From an optimization exercise on the open Yosys and OpenROAD flow, aimed at small area; shortcuts taken in it are not production practice. Function was checked by simulation only, so behaviour that the tests miss may differ from the original. Power figures rest on the tool's default switching activity, not on a simulated workload.

File: flow/config.mk
export PLATFORM = sky130hd
export DESIGN_NAME = mercury_link
export DESIGN_NICKNAME = mercury_link
export VERILOG_FILES = /design/flow/design.v
export SDC_FILE = /design/flow/constraint.sdc
export NUM_CORES = 8
export LEC_CHECK = 0
export CAP_MARGIN = 20
export CORE_MARGIN = 2
export CORE_UTILIZATION = 30
export SLEW_MARGIN = 20
File: flow/constraint.sdc
create_clock -name core_clock -period 25.0 [get_ports {clk}]
set_input_delay 5.0000 -clock core_clock [delete_from_list [all_inputs] [get_ports {clk}]]
set_output_delay 5.0000 -clock core_clock [all_outputs]
set_load 0.01 [all_outputs]
File: flow/design.v
module mercury_link #(
    parameter int REG_DEPTH = 8,
    parameter int EVQ_DEPTH = 8
) (
    input  logic        clk,
    input  logic        rst,
    input  logic        bus_en,
    input  logic        bus_we,
    input  logic [5:0]  bus_addr,
    input  logic [31:0] bus_wdata,
    output logic [31:0] bus_rdata,
    input  logic        rx_valid,
    input  logic [7:0]  rx_byte,
    output logic        rx_ready,
    output logic        tx_valid,
    output logic [7:0]  tx_byte,
    input  logic        tx_ready,
    input  logic        tx_err_valid,
    input  logic        tx_err_code,
    input  logic        tick,
    output logic        irq
);
    localparam logic [7:0]  SYNC   = 8'h55;
    localparam logic [31:0] THRESH = 32'd1000000;
    localparam int RW = $clog2(REG_DEPTH + 1);    
    localparam int EW = $clog2(EVQ_DEPTH + 1);    
    localparam int EP = (EVQ_DEPTH > 1) ? $clog2(EVQ_DEPTH) : 1;
    localparam logic [7:0] R_OK = 8'h00, R_BAD_CMD = 8'h01, R_BAD_TYPE = 8'h02,
                           R_BUSY = 8'h03, R_REG_FULL = 8'h04, R_RATE_ZERO = 8'h05,
                           R_RATE_RANGE = 8'h06, R_NO_SESSION = 8'h07, R_EVQ_EMPTY = 8'h08;
    function automatic logic encodable(input logic [7:0] t);
        encodable = (t == 8'd1) || (t == 8'd2) || (t == 8'd3) || (t == 8'd4) || (t == 8'd7);
    endfunction
    function automatic logic [7:0] size_of(input logic [7:0] t);
        case (t)
            8'd1, 8'd3: size_of = 8'd12;
            8'd2, 8'd7: size_of = 8'd5;
            8'd4:       size_of = 8'd4;
            default:    size_of = 8'd0;
        endcase
    endfunction
    function automatic logic is_request(input logic [7:0] t);
        is_request = (t == 8'd1) || (t == 8'd4);
    endfunction
    function automatic logic kind_of(input logic [7:0] t);
        kind_of = (t == 8'd1) || (t == 8'd2);
    endfunction
    logic [1:0]        df_state;
    logic              df_pend;
    logic [2:0]        df_hcnt, df_lcnt;
    logic [2:0][7:0]   df_res;
    logic [7:0]        df_type;
    logic [31:0]       df_len, df_pcnt;
    logic [11:0][7:0]  df_pay;
    logic              slot_full;
    logic [7:0]        slot_type;
    logic [2:0][7:0]   slot_res;
    logic [11:0][7:0]  slot_pay;
    logic [2:0][7:0]   last_res;
    logic [7:0]        last_type;
    logic [11:0][7:0]  last_pay;
    logic              tx_active;
    logic [7:0]        tx_type;
    logic [11:0][7:0]  tx_pay;
    logic [4:0]        tx_idx;
    logic              tx_esc;
    logic [7:0]        enc_esc_cnt;
    logic [RW-1:0]               reg_n;
    logic [REG_DEPTH-1:0]        reg_kind;
    logic [REG_DEPTH-1:0][31:0]  reg_id;
    logic [REG_DEPTH-1:0][31:0]  reg_cnt;
    logic [REG_DEPTH-1:0]        reg_exp;
    logic [EW-1:0]               evq_n;
    logic [EP-1:0]               evq_head;
    logic [EVQ_DEPTH-1:0][7:0]   evq_code;
    logic [EVQ_DEPTH-1:0]        evq_matched;
    logic [EVQ_DEPTH-1:0]        evq_kind;
    logic [EVQ_DEPTH-1:0][31:0]  evq_id;
    logic [EVQ_DEPTH-1:0][11:0][7:0] evq_data;
    logic              sch_active;
    logic [7:0]        sch_type;
    logic [11:0][7:0]  sch_pay;
    logic [31:0]       sch_timeout, sch_rate, sch_acc;
    logic              tick_pend;
    logic              fault_pend, fault_code;
    logic              ctrl_irq_en;
    logic [31:0]       arg_timeout, arg_rate;
    logic [11:0][7:0]  arg_pay;
    logic [31:0]       cmd_result;
    logic [7:0]        reg_sel;
    logic [31:0] cnt_rx_frame, cnt_sync_err, cnt_type_err, cnt_len_err, cnt_mallen, cnt_drop,
                 cnt_late, cnt_timeout, cnt_fault, cnt_tx_frame, cnt_sched_skip, cnt_sched_ovr;
    logic [1:0]        n_df_state;
    logic              n_df_pend;
    logic [2:0]        n_df_hcnt, n_df_lcnt;
    logic [2:0][7:0]   n_df_res;
    logic [7:0]        n_df_type;
    logic [31:0]       n_df_len, n_df_pcnt;
    logic [11:0][7:0]  n_df_pay;
    logic              n_slot_full;
    logic [7:0]        n_slot_type;
    logic [2:0][7:0]   n_slot_res;
    logic [11:0][7:0]  n_slot_pay;
    logic [2:0][7:0]   n_last_res;
    logic [7:0]        n_last_type;
    logic [11:0][7:0]  n_last_pay;
    logic              n_tx_active;
    logic [7:0]        n_tx_type;
    logic [11:0][7:0]  n_tx_pay;
    logic [4:0]        n_tx_idx;
    logic              n_tx_esc;
    logic [7:0]        n_enc_esc_cnt;
    logic [RW-1:0]               n_reg_n;
    logic [REG_DEPTH-1:0]        n_reg_kind;
    logic [REG_DEPTH-1:0][31:0]  n_reg_id;
    logic [REG_DEPTH-1:0][31:0]  n_reg_cnt;
    logic [REG_DEPTH-1:0]        n_reg_exp;
    logic [EW-1:0]               n_evq_n;
    logic [EP-1:0]               n_evq_head;
    logic [EVQ_DEPTH-1:0][7:0]   n_evq_code;
    logic [EVQ_DEPTH-1:0]        n_evq_matched;
    logic [EVQ_DEPTH-1:0]        n_evq_kind;
    logic [EVQ_DEPTH-1:0][31:0]  n_evq_id;
    logic [EVQ_DEPTH-1:0][11:0][7:0] n_evq_data;
    logic              n_sch_active;
    logic [7:0]        n_sch_type;
    logic [11:0][7:0]  n_sch_pay;
    logic [31:0]       n_sch_timeout, n_sch_rate, n_sch_acc;
    logic              n_tick_pend;
    logic              n_fault_pend, n_fault_code;
    logic              n_ctrl_irq_en;
    logic [31:0]       n_arg_timeout, n_arg_rate;
    logic [11:0][7:0]  n_arg_pay;
    logic [31:0]       n_cmd_result;
    logic [7:0]        n_reg_sel;
    logic [31:0] n_cnt_rx_frame, n_cnt_sync_err, n_cnt_type_err, n_cnt_len_err, n_cnt_mallen,
                 n_cnt_drop, n_cnt_late, n_cnt_timeout, n_cnt_fault, n_cnt_tx_frame,
                 n_cnt_sched_skip, n_cnt_sched_ovr;
    function automatic logic [7:0] raw_byte(input logic [7:0] t, input logic [11:0][7:0] p,
                                            input logic [4:0] i);
        case (i)
            5'd0:    raw_byte = SYNC;
            5'd1:    raw_byte = 8'hDE;
            5'd2:    raw_byte = 8'hAD;
            5'd3:    raw_byte = 8'hBE;
            5'd4:    raw_byte = t;
            5'd5, 5'd6, 5'd7: raw_byte = 8'h00;
            5'd8:    raw_byte = size_of(t);
            default: raw_byte = (i >= 5'd9 && i <= 5'd20) ? p[i - 5'd9] : 8'h00;
        endcase
    endfunction
    logic [31:0] rd_val;
    logic [EP-1:0] head_i;
    logic [RW:0]   reg_exp_count;
    always_comb begin
        reg_exp_count = '0;
        for (int i = 0; i < REG_DEPTH; i++)
            if (i < reg_n && reg_exp[i]) reg_exp_count = reg_exp_count + 1'b1;
    end
    assign head_i = evq_head;
    always_comb begin
        rd_val = 32'h0;
        case (bus_addr)
            6'd0:  rd_val = {31'b0, ctrl_irq_en};
            6'd1:  rd_val = {21'b0, ctrl_irq_en && (evq_n != 0), fault_code, fault_pend, tick_pend,
                             sch_active, tx_esc, tx_active, slot_full, df_pend, df_state};
            6'd2:  rd_val = 32'h0;
            6'd3:  rd_val = cmd_result;
            6'd4:  rd_val = arg_timeout;
            6'd5:  rd_val = arg_rate;
            6'd6:  rd_val = {arg_pay[0], arg_pay[1], arg_pay[2], arg_pay[3]};
            6'd7:  rd_val = {arg_pay[4], arg_pay[5], arg_pay[6], arg_pay[7]};
            6'd8:  rd_val = {arg_pay[8], arg_pay[9], arg_pay[10], arg_pay[11]};
            6'd9:  rd_val = {8'b0, tx_type, 3'b0, tx_idx, enc_esc_cnt};
            6'd10: rd_val = {16'b0, df_type, 1'b0, df_lcnt, 1'b0, df_hcnt};
            6'd11: rd_val = df_len;
            6'd12: rd_val = df_pcnt;
            6'd13: rd_val = {last_res[0], last_res[1], last_res[2], last_type};
            6'd14: rd_val = {last_pay[0], last_pay[1], last_pay[2], last_pay[3]};
            6'd15: rd_val = {last_pay[4], last_pay[5], last_pay[6], last_pay[7]};
            6'd16: rd_val = {last_pay[8], last_pay[9], last_pay[10], last_pay[11]};
            6'd17: rd_val = 32'(evq_n);
            6'd18: rd_val = (evq_n != 0) ? {22'b0, evq_kind[head_i], evq_matched[head_i], evq_code[head_i]} : 32'h0;
            6'd19: rd_val = (evq_n != 0) ? evq_id[head_i] : 32'h0;
            6'd20: rd_val = (evq_n != 0) ? {evq_data[head_i][0], evq_data[head_i][1], evq_data[head_i][2], evq_data[head_i][3]} : 32'h0;
            6'd21: rd_val = (evq_n != 0) ? {evq_data[head_i][4], evq_data[head_i][5], evq_data[head_i][6], evq_data[head_i][7]} : 32'h0;
            6'd22: rd_val = (evq_n != 0) ? {evq_data[head_i][8], evq_data[head_i][9], evq_data[head_i][10], evq_data[head_i][11]} : 32'h0;
            6'd23: rd_val = {23'b0, kind_of(sch_type), sch_type};
            6'd24: rd_val = sch_rate;
            6'd25: rd_val = sch_acc;
            6'd26: rd_val = sch_timeout;
            6'd27: rd_val = {16'(reg_exp_count), 16'(reg_n)};
            6'd28: rd_val = {24'b0, reg_sel};
            6'd29: begin
                for (int i = 0; i < REG_DEPTH; i++)
                    if (reg_sel == 8'(i) && i < reg_n) rd_val = {29'b0, reg_exp[i], reg_kind[i], 1'b1};
            end
            6'd30: begin
                for (int i = 0; i < REG_DEPTH; i++)
                    if (reg_sel == 8'(i) && i < reg_n) rd_val = reg_id[i];
            end
            6'd31: begin
                for (int i = 0; i < REG_DEPTH; i++)
                    if (reg_sel == 8'(i) && i < reg_n) rd_val = reg_cnt[i];
            end
            6'd32: rd_val = cnt_rx_frame;
            6'd33: rd_val = cnt_sync_err;
            6'd34: rd_val = cnt_type_err;
            6'd35: rd_val = cnt_len_err;
            6'd36: rd_val = cnt_mallen;
            6'd37: rd_val = cnt_drop;
            6'd38: rd_val = cnt_late;
            6'd39: rd_val = cnt_timeout;
            6'd40: rd_val = cnt_fault;
            6'd41: rd_val = cnt_tx_frame;
            6'd42: rd_val = cnt_sched_skip;
            6'd43: rd_val = cnt_sched_ovr;
            default: rd_val = 32'h0;
        endcase
    end
    always_comb begin
        if (rst) begin
            bus_rdata = 32'h0;
            rx_ready  = 1'b0;
            tx_valid  = 1'b0;
            tx_byte   = 8'h00;
            irq       = 1'b0;
        end else begin
            bus_rdata = (bus_en && !bus_we) ? rd_val : 32'h0;
            rx_ready  = !slot_full;
            tx_valid  = tx_active;
            tx_byte   = tx_active ? (tx_esc ? SYNC : raw_byte(tx_type, tx_pay, tx_idx)) : 8'h00;
            irq       = ctrl_irq_en && (evq_n != 0);
        end
    end
    logic [31:0] d;
    logic [3:0]  op;
    logic [7:0]  ty;
    logic        wf;
    logic [7:0]  b;
    logic [7:0]  v;
    logic        accept;
    logic        complete;
    logic        found;
    logic [31:0] rid;
    logic        rkind;
    logic [7:0]  st;
    logic [32:0] acc_sum;
    logic [EP-1:0] tail;
    logic [4:0]  tx_len;
    always_comb begin
        n_df_state = df_state;   n_df_pend = df_pend;   n_df_hcnt = df_hcnt;  n_df_lcnt = df_lcnt;
        n_df_res = df_res;       n_df_type = df_type;   n_df_len = df_len;    n_df_pcnt = df_pcnt;
        n_df_pay = df_pay;
        n_slot_full = slot_full; n_slot_type = slot_type; n_slot_res = slot_res; n_slot_pay = slot_pay;
        n_last_res = last_res;   n_last_type = last_type; n_last_pay = last_pay;
        n_tx_active = tx_active; n_tx_type = tx_type;   n_tx_pay = tx_pay;    n_tx_idx = tx_idx;
        n_tx_esc = tx_esc;       n_enc_esc_cnt = enc_esc_cnt;
        n_reg_n = reg_n;         n_reg_kind = reg_kind; n_reg_id = reg_id;    n_reg_cnt = reg_cnt;
        n_reg_exp = reg_exp;
        n_evq_n = evq_n;         n_evq_head = evq_head; n_evq_code = evq_code;
        n_evq_matched = evq_matched; n_evq_kind = evq_kind; n_evq_id = evq_id; n_evq_data = evq_data;
        n_sch_active = sch_active; n_sch_type = sch_type; n_sch_pay = sch_pay;
        n_sch_timeout = sch_timeout; n_sch_rate = sch_rate; n_sch_acc = sch_acc;
        n_tick_pend = tick_pend;
        n_fault_pend = fault_pend; n_fault_code = fault_code;
        n_ctrl_irq_en = ctrl_irq_en; n_arg_timeout = arg_timeout; n_arg_rate = arg_rate;
        n_arg_pay = arg_pay;     n_cmd_result = cmd_result; n_reg_sel = reg_sel;
        n_cnt_rx_frame = cnt_rx_frame; n_cnt_sync_err = cnt_sync_err; n_cnt_type_err = cnt_type_err;
        n_cnt_len_err = cnt_len_err;   n_cnt_mallen = cnt_mallen;     n_cnt_drop = cnt_drop;
        n_cnt_late = cnt_late;         n_cnt_timeout = cnt_timeout;   n_cnt_fault = cnt_fault;
        n_cnt_tx_frame = cnt_tx_frame; n_cnt_sched_skip = cnt_sched_skip;
        n_cnt_sched_ovr = cnt_sched_ovr;
        d = bus_wdata; op = bus_wdata[3:0]; ty = bus_wdata[15:8]; wf = 1'b0;
        b = rx_byte; v = 8'h00; accept = 1'b0; complete = 1'b0; found = 1'b0;
        rid = 32'h0; rkind = 1'b0; st = 8'h00; acc_sum = 33'h0; tail = '0; tx_len = 5'd0;
        if (tick) begin
            for (int i = 0; i < REG_DEPTH; i++) begin
                if (i < n_reg_n && !n_reg_exp[i]) begin
                    n_reg_cnt[i] = n_reg_cnt[i] - 32'd1;
                    if (n_reg_cnt[i] == 32'd0) n_reg_exp[i] = 1'b1;
                end
            end
            if (n_sch_active) begin
                acc_sum = {1'b0, n_sch_acc} + {1'b0, n_sch_rate};
                if (acc_sum >= {1'b0, THRESH}) begin
                    n_sch_acc = 32'(acc_sum - {1'b0, THRESH});
                    if (!n_tick_pend) n_tick_pend = 1'b1;
                    else              n_cnt_sched_ovr = n_cnt_sched_ovr + 32'd1;
                end else begin
                    n_sch_acc = acc_sum[31:0];
                end
            end
        end
        if (tx_active && tx_ready) begin
            if (n_tx_esc) begin
                n_tx_esc = 1'b0;
                n_tx_idx = n_tx_idx + 5'd1;
            end else if (n_tx_idx >= 5'd1 && raw_byte(n_tx_type, n_tx_pay, n_tx_idx) == SYNC) begin
                n_tx_esc = 1'b1;
                n_enc_esc_cnt = n_enc_esc_cnt + 8'd1;
            end else begin
                n_tx_idx = n_tx_idx + 5'd1;
            end
            tx_len = 5'd9 + 5'(size_of(n_tx_type));
            if (n_tx_idx == tx_len) begin
                n_tx_active = 1'b0;
                n_cnt_tx_frame = n_cnt_tx_frame + 32'd1;
            end
        end
        if (bus_en && bus_we) begin
            case (bus_addr)
                6'd0: n_ctrl_irq_en = d[0];
                6'd4: n_arg_timeout = d;
                6'd5: n_arg_rate = d;
                6'd6: begin n_arg_pay[0] = d[31:24]; n_arg_pay[1] = d[23:16]; n_arg_pay[2] = d[15:8];  n_arg_pay[3] = d[7:0];  end
                6'd7: begin n_arg_pay[4] = d[31:24]; n_arg_pay[5] = d[23:16]; n_arg_pay[6] = d[15:8];  n_arg_pay[7] = d[7:0];  end
                6'd8: begin n_arg_pay[8] = d[31:24]; n_arg_pay[9] = d[23:16]; n_arg_pay[10] = d[15:8]; n_arg_pay[11] = d[7:0]; end
                6'd28: n_reg_sel = d[7:0];
                6'd2: begin
                    wf = (d[31:16] == 16'h0) && (d[7:4] == 4'h0) && (op <= 4'h6) &&
                         ((ty == 8'h0) || (op == 4'h1) || (op == 4'h2));
                    if (!wf) begin
                        n_cmd_result = {16'b0, 4'b0, op, R_BAD_CMD};
                    end else begin
                        n_cmd_result = {16'b0, 4'b0, op, R_OK};
                        case (op)
                            4'h1: begin  
                                if (!encodable(ty))
                                    n_cmd_result[7:0] = R_BAD_TYPE;
                                else if (n_tx_active || n_tick_pend)
                                    n_cmd_result[7:0] = R_BUSY;
                                else if (is_request(ty) && n_reg_n >= RW'(REG_DEPTH))
                                    n_cmd_result[7:0] = R_REG_FULL;
                                else begin
                                    if (is_request(ty)) begin
                                        for (int i = 0; i < REG_DEPTH; i++) begin
                                            if (n_reg_n == RW'(i)) begin
                                                n_reg_kind[i] = kind_of(ty);
                                                n_reg_id[i]   = {n_arg_pay[0], n_arg_pay[1], n_arg_pay[2], n_arg_pay[3]};
                                                n_reg_cnt[i]  = n_arg_timeout;
                                                n_reg_exp[i]  = (n_arg_timeout == 32'd0);
                                            end
                                        end
                                        n_reg_n = n_reg_n + 1'b1;
                                    end
                                    n_tx_active = 1'b1;
                                    n_tx_type = ty;
                                    for (int i = 0; i < 12; i++)
                                        n_tx_pay[i] = (8'(i) < size_of(ty)) ? n_arg_pay[i] : 8'h00;
                                    n_tx_idx = 5'd0;
                                    n_tx_esc = 1'b0;
                                    n_enc_esc_cnt = 8'd0;
                                end
                            end
                            4'h2: begin  
                                if (!encodable(ty))
                                    n_cmd_result[7:0] = R_BAD_TYPE;
                                else if (n_arg_rate == 32'd0)
                                    n_cmd_result[7:0] = R_RATE_ZERO;
                                else if (n_arg_rate > THRESH)
                                    n_cmd_result[7:0] = R_RATE_RANGE;
                                else begin
                                    n_sch_type = ty;
                                    for (int i = 0; i < 12; i++)
                                        n_sch_pay[i] = (8'(i) < size_of(ty)) ? n_arg_pay[i] : 8'h00;
                                    n_sch_timeout = n_arg_timeout;
                                    n_sch_rate = n_arg_rate;
                                    n_sch_acc = 32'd0;
                                    n_tick_pend = 1'b0;
                                    n_sch_active = 1'b1;
                                end
                            end
                            4'h3: begin  
                                if (!n_sch_active)
                                    n_cmd_result[7:0] = R_NO_SESSION;
                                else if (n_arg_rate == 32'd0)
                                    n_cmd_result[7:0] = R_RATE_ZERO;
                                else if (n_arg_rate > THRESH)
                                    n_cmd_result[7:0] = R_RATE_RANGE;
                                else
                                    n_sch_rate = n_arg_rate;
                            end
                            4'h4: begin  
                                n_sch_active = 1'b0;
                                n_sch_acc = 32'd0;
                                n_tick_pend = 1'b0;
                            end
                            4'h5: begin  
                                if (n_evq_n == '0)
                                    n_cmd_result[7:0] = R_EVQ_EMPTY;
                                else begin
                                    n_evq_head = (n_evq_head == EP'(EVQ_DEPTH - 1)) ? '0 : n_evq_head + 1'b1;
                                    n_evq_n = n_evq_n - 1'b1;
                                end
                            end
                            4'h6: begin  
                                n_cnt_rx_frame = 32'd0; n_cnt_sync_err = 32'd0; n_cnt_type_err = 32'd0;
                                n_cnt_len_err = 32'd0;  n_cnt_mallen = 32'd0;   n_cnt_drop = 32'd0;
                                n_cnt_late = 32'd0;     n_cnt_timeout = 32'd0;  n_cnt_fault = 32'd0;
                                n_cnt_tx_frame = 32'd0; n_cnt_sched_skip = 32'd0; n_cnt_sched_ovr = 32'd0;
                            end
                            default: ;  
                        endcase
                    end
                end
                default: ;  
            endcase
        end
        if (n_tick_pend && !n_tx_active) begin
            st = n_sch_type;
            if (is_request(st) && n_reg_n >= RW'(REG_DEPTH)) begin
                n_cnt_sched_skip = n_cnt_sched_skip + 32'd1;
                n_tick_pend = 1'b0;
            end else begin
                if (is_request(st)) begin
                    for (int i = 0; i < REG_DEPTH; i++) begin
                        if (n_reg_n == RW'(i)) begin
                            n_reg_kind[i] = kind_of(st);
                            n_reg_id[i]   = {n_sch_pay[0], n_sch_pay[1], n_sch_pay[2], n_sch_pay[3]};
                            n_reg_cnt[i]  = n_sch_timeout;
                            n_reg_exp[i]  = (n_sch_timeout == 32'd0);
                        end
                    end
                    n_reg_n = n_reg_n + 1'b1;
                end
                n_tx_active = 1'b1;
                n_tx_type = st;
                for (int i = 0; i < 12; i++)
                    n_tx_pay[i] = (8'(i) < size_of(st)) ? n_sch_pay[i] : 8'h00;
                n_tx_idx = 5'd0;
                n_tx_esc = 1'b0;
                n_enc_esc_cnt = 8'd0;
                n_tick_pend = 1'b0;
            end
        end
        if (rx_valid && !slot_full) begin
            if (n_df_state == 2'd0) begin
                if (b == SYNC) begin
                    n_df_pend = !n_df_pend;
                end else if (n_df_pend) begin
                    n_df_state = 2'd1; n_df_pend = 1'b0;
                    n_df_res[0] = b; n_df_res[1] = 8'h00; n_df_res[2] = 8'h00;
                    n_df_hcnt = 3'd1; n_df_type = 8'h00; n_df_lcnt = 3'd0;
                    n_df_len = 32'd0; n_df_pcnt = 32'd0; n_df_pay = '0;
                end
            end else begin
                if (b == SYNC && !n_df_pend) begin
                    n_df_pend = 1'b1;
                end else if (b == SYNC && n_df_pend) begin
                    n_df_pend = 1'b0;
                    accept = 1'b1; v = SYNC;
                end else if (b != SYNC && n_df_pend) begin
                    n_cnt_sync_err = n_cnt_sync_err + 32'd1;
                    n_df_state = 2'd1; n_df_pend = 1'b0;
                    n_df_res[0] = b; n_df_res[1] = 8'h00; n_df_res[2] = 8'h00;
                    n_df_hcnt = 3'd1; n_df_type = 8'h00; n_df_lcnt = 3'd0;
                    n_df_len = 32'd0; n_df_pcnt = 32'd0; n_df_pay = '0;
                end else begin
                    accept = 1'b1; v = b;
                end
                if (accept) begin
                    case (n_df_state)
                        2'd1: begin
                            if (n_df_hcnt < 3'd3) begin
                                for (int i = 1; i < 3; i++)
                                    if (n_df_hcnt == 3'(i)) n_df_res[i] = v;
                                n_df_hcnt = n_df_hcnt + 3'd1;
                            end else begin
                                n_df_type = v;
                                n_df_hcnt = 3'd4;
                                if (v == 8'd0 || v > 8'd7) begin
                                    n_cnt_type_err = n_cnt_type_err + 32'd1;
                                    n_df_state = 2'd0; n_df_pend = 1'b0;
                                end else begin
                                    n_df_state = 2'd2;
                                end
                            end
                        end
                        2'd2: begin
                            n_df_len = {n_df_len[23:0], v};
                            n_df_lcnt = n_df_lcnt + 3'd1;
                            if (n_df_lcnt == 3'd4) begin
                                if (!encodable(n_df_type) || n_df_len != 32'(size_of(n_df_type)))
                                    n_cnt_mallen = n_cnt_mallen + 32'd1;
                                if (n_df_len == 32'd0) complete = 1'b1;
                                else n_df_state = 2'd3;
                            end
                        end
                        default: begin
                            for (int i = 0; i < 12; i++)
                                if (n_df_pcnt == 32'(i)) n_df_pay[i] = v;
                            n_df_pcnt = n_df_pcnt + 32'd1;
                            if (n_df_pcnt == n_df_len) complete = 1'b1;
                        end
                    endcase
                end
                if (complete) begin
                    if (encodable(n_df_type) && n_df_len == 32'(size_of(n_df_type))) begin
                        n_slot_full = 1'b1;
                        n_slot_type = n_df_type; n_slot_res = n_df_res; n_slot_pay = n_df_pay;
                        n_last_type = n_df_type; n_last_res = n_df_res; n_last_pay = n_df_pay;
                        n_cnt_rx_frame = n_cnt_rx_frame + 32'd1;
                    end else begin
                        n_cnt_len_err = n_cnt_len_err + 32'd1;
                    end
                    n_df_state = 2'd0; n_df_pend = 1'b0;
                end
            end
        end
        if (n_slot_full) begin
            if (n_slot_type == 8'd2 || n_slot_type == 8'd3 || n_slot_type == 8'd7) begin
                if (n_evq_n < EW'(EVQ_DEPTH)) begin
                    rkind = kind_of(n_slot_type);
                    rid = {n_slot_pay[0], n_slot_pay[1], n_slot_pay[2], n_slot_pay[3]};
                    found = 1'b0;
                    for (int i = 0; i < REG_DEPTH; i++) begin
                        if (found) begin
                            if (i < REG_DEPTH - 1) begin
                                n_reg_kind[i] = n_reg_kind[i+1]; n_reg_id[i] = n_reg_id[i+1];
                                n_reg_cnt[i] = n_reg_cnt[i+1];   n_reg_exp[i] = n_reg_exp[i+1];
                            end
                        end else if (i < n_reg_n && !n_reg_exp[i] && n_reg_kind[i] == rkind && n_reg_id[i] == rid) begin
                            found = 1'b1;
                            if (i < REG_DEPTH - 1) begin
                                n_reg_kind[i] = n_reg_kind[i+1]; n_reg_id[i] = n_reg_id[i+1];
                                n_reg_cnt[i] = n_reg_cnt[i+1];   n_reg_exp[i] = n_reg_exp[i+1];
                            end
                        end
                    end
                    if (found) n_reg_n = n_reg_n - 1'b1;
                    else       n_cnt_late = n_cnt_late + 32'd1;
                    tail = EP'((32'(n_evq_head) + 32'(n_evq_n)) % EVQ_DEPTH);
                    for (int j = 0; j < EVQ_DEPTH; j++) begin
                        if (tail == EP'(j)) begin
                            n_evq_code[j] = n_slot_type; n_evq_matched[j] = found; n_evq_kind[j] = rkind;
                            n_evq_id[j] = rid;           n_evq_data[j] = n_slot_pay;
                        end
                    end
                    n_evq_n = n_evq_n + 1'b1;
                    n_slot_full = 1'b0;
                end
            end else begin
                n_cnt_drop = n_cnt_drop + 32'd1;
                n_slot_full = 1'b0;
            end
        end
        if (tx_err_valid) begin
            n_cnt_fault = n_cnt_fault + 32'd1;
            if (!n_fault_pend) begin
                n_fault_pend = 1'b1;
                n_fault_code = tx_err_code;
            end
        end
        if (n_evq_n < EW'(EVQ_DEPTH)) begin
            found = 1'b0;
            rkind = 1'b0;
            rid = 32'h0;
            for (int i = 0; i < REG_DEPTH; i++) begin
                if (found) begin
                    if (i < REG_DEPTH - 1) begin
                        n_reg_kind[i] = n_reg_kind[i+1]; n_reg_id[i] = n_reg_id[i+1];
                        n_reg_cnt[i] = n_reg_cnt[i+1];   n_reg_exp[i] = n_reg_exp[i+1];
                    end
                end else if (i < n_reg_n && n_reg_exp[i]) begin
                    found = 1'b1;
                    rkind = n_reg_kind[i];
                    rid = n_reg_id[i];
                    if (i < REG_DEPTH - 1) begin
                        n_reg_kind[i] = n_reg_kind[i+1]; n_reg_id[i] = n_reg_id[i+1];
                        n_reg_cnt[i] = n_reg_cnt[i+1];   n_reg_exp[i] = n_reg_exp[i+1];
                    end
                end
            end
            if (found) begin
                n_reg_n = n_reg_n - 1'b1;
                tail = EP'((32'(n_evq_head) + 32'(n_evq_n)) % EVQ_DEPTH);
                for (int j = 0; j < EVQ_DEPTH; j++) begin
                    if (tail == EP'(j)) begin
                        n_evq_code[j] = 8'h80; n_evq_matched[j] = 1'b0; n_evq_kind[j] = rkind;
                        n_evq_id[j] = rid;     n_evq_data[j] = '0;
                    end
                end
                n_evq_n = n_evq_n + 1'b1;
                n_cnt_timeout = n_cnt_timeout + 32'd1;
            end
        end
        if (n_fault_pend && n_evq_n < EW'(EVQ_DEPTH)) begin
            tail = EP'((32'(n_evq_head) + 32'(n_evq_n)) % EVQ_DEPTH);
            for (int j = 0; j < EVQ_DEPTH; j++) begin
                if (tail == EP'(j)) begin
                    n_evq_code[j] = 8'h81; n_evq_matched[j] = 1'b0; n_evq_kind[j] = 1'b0;
                    n_evq_id[j] = 32'h0;   n_evq_data[j] = '0; n_evq_data[j][3] = {7'b0, n_fault_code};
                end
            end
            n_evq_n = n_evq_n + 1'b1;
            n_fault_pend = 1'b0;
        end
    end
    always_ff @(posedge clk) begin
        if (rst) begin
            df_state <= '0; df_pend <= 1'b0; df_hcnt <= '0; df_lcnt <= '0; df_res <= '0;
            df_type <= '0; df_len <= '0; df_pcnt <= '0; df_pay <= '0;
            slot_full <= 1'b0; slot_type <= '0; slot_res <= '0; slot_pay <= '0;
            last_res <= '0; last_type <= '0; last_pay <= '0;
            tx_active <= 1'b0; tx_type <= '0; tx_pay <= '0; tx_idx <= '0; tx_esc <= 1'b0;
            enc_esc_cnt <= '0;
            reg_n <= '0; reg_kind <= '0; reg_id <= '0; reg_cnt <= '0; reg_exp <= '0;
            evq_n <= '0; evq_head <= '0; evq_code <= '0; evq_matched <= '0; evq_kind <= '0;
            evq_id <= '0; evq_data <= '0;
            sch_active <= 1'b0; sch_type <= '0; sch_pay <= '0; sch_timeout <= '0;
            sch_rate <= '0; sch_acc <= '0; tick_pend <= 1'b0;
            fault_pend <= 1'b0; fault_code <= 1'b0;
            ctrl_irq_en <= 1'b0; arg_timeout <= '0; arg_rate <= '0; arg_pay <= '0;
            cmd_result <= '0; reg_sel <= '0;
            cnt_rx_frame <= '0; cnt_sync_err <= '0; cnt_type_err <= '0; cnt_len_err <= '0;
            cnt_mallen <= '0; cnt_drop <= '0; cnt_late <= '0; cnt_timeout <= '0;
            cnt_fault <= '0; cnt_tx_frame <= '0; cnt_sched_skip <= '0; cnt_sched_ovr <= '0;
        end else begin
            df_state <= n_df_state; df_pend <= n_df_pend; df_hcnt <= n_df_hcnt; df_lcnt <= n_df_lcnt;
            df_res <= n_df_res; df_type <= n_df_type; df_len <= n_df_len; df_pcnt <= n_df_pcnt;
            df_pay <= n_df_pay;
            slot_full <= n_slot_full; slot_type <= n_slot_type; slot_res <= n_slot_res;
            slot_pay <= n_slot_pay;
            last_res <= n_last_res; last_type <= n_last_type; last_pay <= n_last_pay;
            tx_active <= n_tx_active; tx_type <= n_tx_type; tx_pay <= n_tx_pay; tx_idx <= n_tx_idx;
            tx_esc <= n_tx_esc; enc_esc_cnt <= n_enc_esc_cnt;
            reg_n <= n_reg_n; reg_kind <= n_reg_kind; reg_id <= n_reg_id; reg_cnt <= n_reg_cnt;
            reg_exp <= n_reg_exp;
            evq_n <= n_evq_n; evq_head <= n_evq_head; evq_code <= n_evq_code;
            evq_matched <= n_evq_matched; evq_kind <= n_evq_kind; evq_id <= n_evq_id;
            evq_data <= n_evq_data;
            sch_active <= n_sch_active; sch_type <= n_sch_type; sch_pay <= n_sch_pay;
            sch_timeout <= n_sch_timeout; sch_rate <= n_sch_rate; sch_acc <= n_sch_acc;
            tick_pend <= n_tick_pend;
            fault_pend <= n_fault_pend; fault_code <= n_fault_code;
            ctrl_irq_en <= n_ctrl_irq_en; arg_timeout <= n_arg_timeout; arg_rate <= n_arg_rate;
            arg_pay <= n_arg_pay; cmd_result <= n_cmd_result; reg_sel <= n_reg_sel;
            cnt_rx_frame <= n_cnt_rx_frame; cnt_sync_err <= n_cnt_sync_err;
            cnt_type_err <= n_cnt_type_err; cnt_len_err <= n_cnt_len_err;
            cnt_mallen <= n_cnt_mallen; cnt_drop <= n_cnt_drop; cnt_late <= n_cnt_late;
            cnt_timeout <= n_cnt_timeout; cnt_fault <= n_cnt_fault;
            cnt_tx_frame <= n_cnt_tx_frame; cnt_sched_skip <= n_cnt_sched_skip;
            cnt_sched_ovr <= n_cnt_sched_ovr;
        end
    end
endmodule
File: flow/run.sh
#!/bin/bash
# synth_recipe.tcl (not shown) runs the flow's synth.tcl, then flattens the netlist and writes it again
# the make line also repeats each setting of config.mk as NAME=value (left out here)
make -C /OpenROAD-flow-scripts/flow DESIGN_CONFIG=/design/flow/config.mk WORK_HOME=/design/flow/orfs CLKGATE_MAP_FILE= SYNTH_SCRIPT=/design/flow/synth_recipe.tcl finish
==> results.tsv <==
stage	metric	value	unit
synthesis	synth_top_family_by_area	simple AND/OR/NAND/NOR gates	
clock_network	cts_setup_buffers	0	
timing	final_hold_viol_count	0	
route	first_pass_iters	10	
setup_path	cp_max_fo	87	
synthesis	synth-edff-count	0	
place	place_congestion	1.13	
setup_path	crit_buf_inv	10	
finish	final_area	205000	µm²
timing	finalSetupViolCount	0	
setup_path	cp-end-kind	register	
die	core-area	593000	µm²
synthesis	synth_compound_area_share	21.2	%
pwr	p_per_area	52.4	nW/µm²
global_routing	grt_pass1_wl	1740000	µm
global_routing	antenna_found_initial	226	
route	vias	208023	
die	rows	283	
setup_path	cp_slowest_stage_delay	1070	ps
timing	grt_setup_unrepaired	no	
die	die_area	602000	µm²
finish	fin_util	34.5	%
synthesis	yosys.area_share.simple	24.0	%
timing	relSlewSlack	7.14	%
clock_network	clockBufferDepth	4	
pwr	p_seq_share	44.1	%
synthesis	avgSynthCellArea	7.66	µm²
clock_network	insertion_delay	1120	ps
synthesis	synthArstFlopShare	0	%
setup_path	start_kind	primary input	
setup_path	cp_slowest_cell	nor4b_1	
die	die_w	776	µm
timing	setup_ws	3460	ps
timing	clock_skew	109	ps
global_routing	grt_pass1_vias	182976	
route	drc	0	
die	start_util	30.1	%
route	ant_nets	0	
setup_path	cp.arrival	22490	ps
finish	area_growth	14.6	%
setup_path	crit_family	simple AND/OR/NAND/NOR gates	
setup_path	crit_type	in2reg	
timing	fin_crit	21540	ps
clock_network	cts-buffers-inserted	358	
finish	mostFrequentLayoutCells	nor2_1, nand2_1, dfxtp_1, a21oi_1, o21ai_0	
outcome	status	no timing/DRC/antenna violations	
timing	final_max_slew_viol_count	0	
place	io_buffers	97	
route	drt-total-wl	1330000	µm
global_routing	grt_overflow	0	
place	place_ws	3200	ps
pwr	ir_worst_vdd	57.8	µV
pwr	p_comb_share	3.0	%
synthesis	synthFlopType	dfxtp_1	
place	place_area	192000	µm²
synthesis	synth_adder_area_share	0.890	%
clock_network	hold_buffers	0	
pwr	power_frac_clock	53.0	%
pwr	cellLeakagePower	70.2	nW
route	wl_per_cell	43.0	µm
min_path	hp-class	reg2reg	
synthesis	syn_inst	23323	
clock_network	cts_sinks	2961	
clock_network	cts_max_level	5	
die	io_pins	98	
finish	final_net_count	22890	
clock_network	cts_resized	0	
timing	finalSetupTns	0	ps
clock_network	clk_pin_slew_worst_paths	60	ps
timing	finalCritPeriodShare	86.2	%
finish	final_common_cell	nor2_1	
pwr	intPower	7.95	mW
synthesis	ys_seq_elements	2961	
flow_run	maxCapViolations	0	
synthesis	yosysWarnings	1	
place	hpwl	967000	µm
synthesis	synth-seq-area-share	33.2	%
route	drt_iter0_drc	37489	
global_routing	track_usage	42.1	%
synthesis	synth_cell_type_count	121	
timing	fmax	0.0464	GHz
route	viasPerCell	6.71	
pwr	p_sw	2.78	mW
clock_network	tritoncts	yes	
synthesis	syn-num-nets	23502	
synthesis	synthMuxAreaShare	11.6	%
timing	worst_slew_pin_slew	1350	ps
synthesis	netlist_area	179000	µm²
synthesis	synth_xor_xnor_area_share	4.37	%
die	die_y	776	µm
finish	drive_above_1_share	12.7	%
clock_network	cts_root_buf	clkbuf_16	
setup_path	worstPathRequired	25950	ps
timing	hold_slack	445	ps
global_routing	grt_start_max_net_pins	209	
pwr	netSwitchingFraction	25.9	%
[state kept, by name, indices dropped and copies added, names as in the netlist, 64 cells and up]
name	flops
reg_cnt	256
tx_pay	96
evq_id	256
evq_code	64
evq_data	768
df_pay	96
slot_pay	96
sch_pay	96
arg_pay	96
last_pay	96
reg_id	256
[cells in the mapped netlist (120+ instances only)]
master    number  area [µm²]
nor4_1       241        1510
nor2_1      3735       14000
mux2i_1      567        5680
buf_1        213         800
a22oi_1      314        2360
buf_2        154         771
o211ai_1     200        1500
xor2_1       364        3190
nand3_1      739        3700
nand2_1     3166       11900
and3_1       261        1630
nand4_1      232        1450
inv_1        148         556
a22o_1       136        1190
xnor2_1      517        4530
or3_1        165        1030
a221oi_1     320        2800
a211oi_1     449        3370
clkbuf_1    1655        6210
o22ai_1      120         751
a31oi_1      183        1140
nor3_1       637        3190
mux4_2       610       13700
o21ai_0     1082        5420
dfxtp_1     2961       59300
a21oi_1     2455       12300
[worst reg2reg max path, delay by kind of cell (launching register included)]
| family | cells | cell delay [ps] |
|---|---|---|
| xor+xnor | 7 | 2960 |
| fa+ha+maj | 6 | 1850 |
| mux | 1 | 290 |
| simple gates | 15 | 5900 |
| compound gates | 14 | 5590 |
| buf+inv | 6 | 1200 |
| flops | 1 | 520 |
[layer usage]
metal / wire [µm] / vias up / share of wire (%) / global-route usage (%)
met1: 486000 / 102471 / 37 / 51.2
met2: 505000 / 18175 / 38 / 55.9
met4: 133000 / 104 / 10 / 33.9
met3: 206000 / 4516 / 15 / 19.9
li1: - / 82757 / - / -
met5: 1070 / - / 0.080 / 0.450
[final cells by class]
cell class | instances | area (µm²)
diodes | 151 | 378
clock buffers | 508 | 10300
clock inverters | 143 | 2040
fillers | 62405 | 389000
inverters | 152 | 576
multi-input cells | 18163 | 114000
flip-flops and latches | 2961 | 59300
well taps | 7837 | 9810
repair buffers | 1075 | 8780
[worst paths after layout]
check	slack (ps)	startpoint	endpoint	cells after the start
min reg2reg	450	evq_code[53]	evq_code[53]	2
max	3460	rx_byte[3]	evq_data[129]	50
max reg2reg	6520	sch_acc[0]	evq_data[129]	49
min	450	evq_code[53]	evq_code[53]	2
[power by group through the flow]
| stage | Combinational, mW | Clock, mW | Sequential, mW |
|---|---|---|---|
| floorplan | 0.139 | 0 | 4.83 |
| global placement | 0.297 | 0 | 4.83 |
| detailed placement | 0.298 | 0 | 4.83 |
| CTS | 0.299 | 5.65 | 4.73 |
| global route | 0.311 | 5.83 | 4.73 |
| finish | 0.317 | 5.69 | 4.73 |
[cell families after synthesis]
family | count (synthesis)
muxes | 1288
adders and majority gates | 124
buffers and inverters | 2199
and+or+nand+nor | 9796
xor gates and xnor gates | 885
DFF | 2961
AOI/OAI and AO/OA | 6070
[metrics by stage]
step	instances	power, mW
global placement	30167	5.13
finish	30990	10.7
global route	30848	10.9
CTS	30828	10.7
detailed placement	30177	5.13
floorplan	23323	4.97

port drivers added, routing unchanged:
The results above use ideal ports. As a check the final layout listed here was re-extracted and re-timed, cells and wires unchanged. Step 1 assumes that a clkbuf_16 drives the clock port and a buf_2 every other input. Step 2, shift: input delay + t, output delay - t, t = (earliest + latest rising clock arrival at the registers) / 2. This alone moves slack from input paths to output paths. a / b / c = no drivers / after step 1 / after step 2; a / b = the first two.
t, ns: 1.202
setup slack, ns: 3.456 / 3.567 / 2.364
worst setup path after step 2: input to register
clock arrival spread, ns: 0.110 / 0.109
worst data-port slew with drivers (ns): 0.34
After both steps setup and hold are still met in this run. The setup slack of this run moves by +0.111 ns with the drivers and by -1.092 ns with both steps.
